This is an optimization exercise on Yosys and OpenROAD, whose aim is small area, not a production implementation.
Only simulation tests tie the RTL to the original design; equivalence was not proved.

## old
Design lh_engine, start of the top module:
module lh_engine (
    input  wire        clk,
    input  wire        rst,           
    input  wire        cmd_valid,
    input  wire [63:0] cmd,           
    input  wire        fade_tick,
    input  wire        slot_tick,
    input  wire        arm_ok,
    output wire        ready,
    output reg         rsp_valid,
    output reg  [2:0]  rsp_status,
    output wire [5:0]  rsp_level,
    output wire [23:0] q
);
export LEC_CHECK = 0
export CAP_MARGIN = 20
export CORE_MARGIN = 2
export CORE_UTILIZATION = 60
export PLACE_DENSITY = 0.65
export SLEW_MARGIN = 20
create_clock -name core_clock -period 20.0 [get_ports {clk}]
standard.sh (not shown) runs the stock make flow with config.mk's settings and CLKGATE_MAP_FILE= SYNTH_SCRIPT=/design/flow/synth_recipe.tcl, a recipe that flattens the netlist after the stock synthesis.
==> flow/flow/run.sh <==
#!/bin/bash
# Own layout flow: the standard ORFS flow (standard.sh) with three changes.
#  1. After the standard synthesis, the logic between the flip-flops is mapped
#     again with a stronger ABC script (resyn.tcl, resyn.abc). The flip-flops
#     are left exactly as the standard synthesis made them. A SAT proof
#     (eq.tcl) checks the new logic against the standard netlist; if it fails,
#     the standard netlist is kept.
#  2. Port buffers are the smallest buffer (buf_1).
#  3. Clock tree synthesis clusters about 9 flip-flops per clkbuf_4 leaf
#     buffer and inserts no dummy loads.
# Floorplan, power grid, tap cells, placement and routing are the standard flow's.
# Each tool's output goes to a log_*.txt file in the work folder.
set -euo pipefail
W=$PWD
F=$W/flow
export BUFFER_PORTS_ARGS="-buffer_cell sky130_fd_sc_hd__buf_1"
export CTS_ARGS="-sink_clustering_enable -repair_clock_nets -dont_use_dummy_load -buf_list sky130_fd_sc_hd__clkbuf_4 -sink_clustering_size 9 -sink_clustering_max_diameter 40"

bash standard.sh synth > log_synth.txt 2>&1

R=$W/orfs/results/${FLOW_PLATFORM}/lh_engine/base
YOSYS=$FLOW_HOME/../tools/install/yosys/bin/yosys
[ -x "$YOSYS" ] || YOSYS=yosys
export RESYN_LIB=$FLOW_HOME/platforms/${FLOW_PLATFORM}/lib/sky130_fd_sc_hd__tt_025C_1v80.lib
export RESYN_FUNCLIB=$W/funclib.v
export RESYN_TOP=${FLOW_TOP}
export RESYN_ABC=$F/resyn.abc
export RESYN_IN=$W/std_1_2_yosys.v
export RESYN_OUT=$W/resyn_1_2_yosys.v
cp "$R/1_2_yosys.v" "$RESYN_IN"
python3 "$F/genfunclib.py" "$RESYN_LIB" "$RESYN_FUNCLIB" > log_funclib.txt 2>&1
ok=0
if "$YOSYS" -c "$F/resyn.tcl" > log_resyn.txt 2>&1; then
  python3 "$F/cutflops.py" "$RESYN_IN" "$W/eq_gold.v" > log_cut.txt 2>&1
  python3 "$F/cutflops.py" "$RESYN_OUT" "$W/eq_gate.v" >> log_cut.txt 2>&1
  if EQ_GOLD=$W/eq_gold.v EQ_GATE=$W/eq_gate.v "$YOSYS" -c "$F/eq.tcl" > log_eq.txt 2>&1 \
     && grep -q "SUCCESS" log_eq.txt; then
    ok=1
  fi
fi
if [ $ok = 1 ]; then
  cp "$RESYN_OUT" "$R/1_2_yosys.v"
  echo "resynthesised netlist used" > log_choice.txt
else
  echo "standard netlist kept" > log_choice.txt
fi

bash standard.sh finish > log_finish.txt 2>&1
Other scripts of this flow, unchanged in this note and not shown: flow/flow/cutflops.py, flow/flow/eq.tcl, flow/flow/genfunclib.py, flow/flow/resyn.abc, flow/flow/resyn.tcl
## Diff of input files: new against old
--- a/flow/design.v
+++ b/flow/design.v
@@ -175,13 +175,13 @@
     genvar gi;
     generate
         for (gi = 0; gi < 24; gi = gi + 1) begin : g_q
             assign q[gi] = qr[23-gi];
         end
     endgenerate
-    assign rsp_level = m[5:0] & {6{rsp_status == 3'd0}};
+    assign rsp_level = m[5:0];
     always @(posedge clk) begin
         if (mstep) begin
             {a, m} <= {sum[14:8], m[12:1]};
             msr    <= {msr[11:0], ge10};
             r10    <= r10_n;
             k      <= k + 4'd1;
@@ -194,26 +194,27 @@
         if (visit) begin
             k <= 4'd0;
             if (done) begin
                 ph <= 2'd0;
             end else if (fin) begin
                 a      <= 6'd0;
-                m      <= {h_rem[12:6], (state == S_SLOT) ? nslot : cur};
-                opd    <= {h_dur[12:7], 1'b0, blut(cur)};
+                m      <= {7'd0, (state == S_SLOT) ? nslot : cur};
+                opd    <= {7'd0, blut(cur)};
                 ph     <= (state == S_SLOT) ? 2'd3 : 2'd0;
             end else if (~ph[1] ^ ph[0]) begin
                 a   <= 6'd0;
                 m   <= h_rem;
-                opd <= {h_dur[12:7], s, dones};
+                opd <= {6'd0, s, dones};
                 ph  <= 2'd1;
             end else begin
                 opd <= h_dur;
                 ph  <= 2'd2;
             end
         end
         if (acc_cmd) begin
+            m[5:0] <= 6'd0;
             lvl    <= c_clamp;
             msr    <= c_ms[12:0];
             r10    <= {1'b0, c_ms[15:13]};
         end
         if (ready)
             ph <= 2'd0;
Notes after the runs:
- Result: PASS for each of new and old
- The share of final layout cell area taken by clock buffers and inverters on new is in line with that on old.
- Utilization: new and old compared, higher one is old
- Taking old as the reference, in new placeable core region higher; average via count per standard cell roughly the same.
- Sort new and old by synthesized cell count desc -> top: new
- Summary of new over old: number of non-clock inverters in the layout now larger, synthesized netlist net count now larger, final critical-path share of the clock period now larger.

[port drivers added, routing unchanged]
How much do the figures lean on ideal ports? The routed layouts below were timed once more, with nothing changed but the port constraints. Step 1, drivers: a clkbuf_16 drives clk and a buf_2 each remaining input, both assumed. Step 2 adds t to the input delays and takes it off the output delays; t is the mean of the earliest and latest rising clock arrival at the registers after step 1. Input paths then give back, and output paths get back, about the clock's delay inside the block. a / b / c = ideal ports / drivers / drivers and shift; a / b = the first two.
| run | t, ns | setup slack, ns | slew at the worst register clock pin (ns) | cell pins on the clock port's net |
|---|---|---|---|---|
| old | 0.855 | 13.334 / 13.334 / 13.334 | 0.10 / 0.10 | 1 |
| new | 0.850 | 12.973 / 12.973 / 12.973 | 0.10 / 0.10 | 1 |
After both steps every run listed still meets setup and hold.
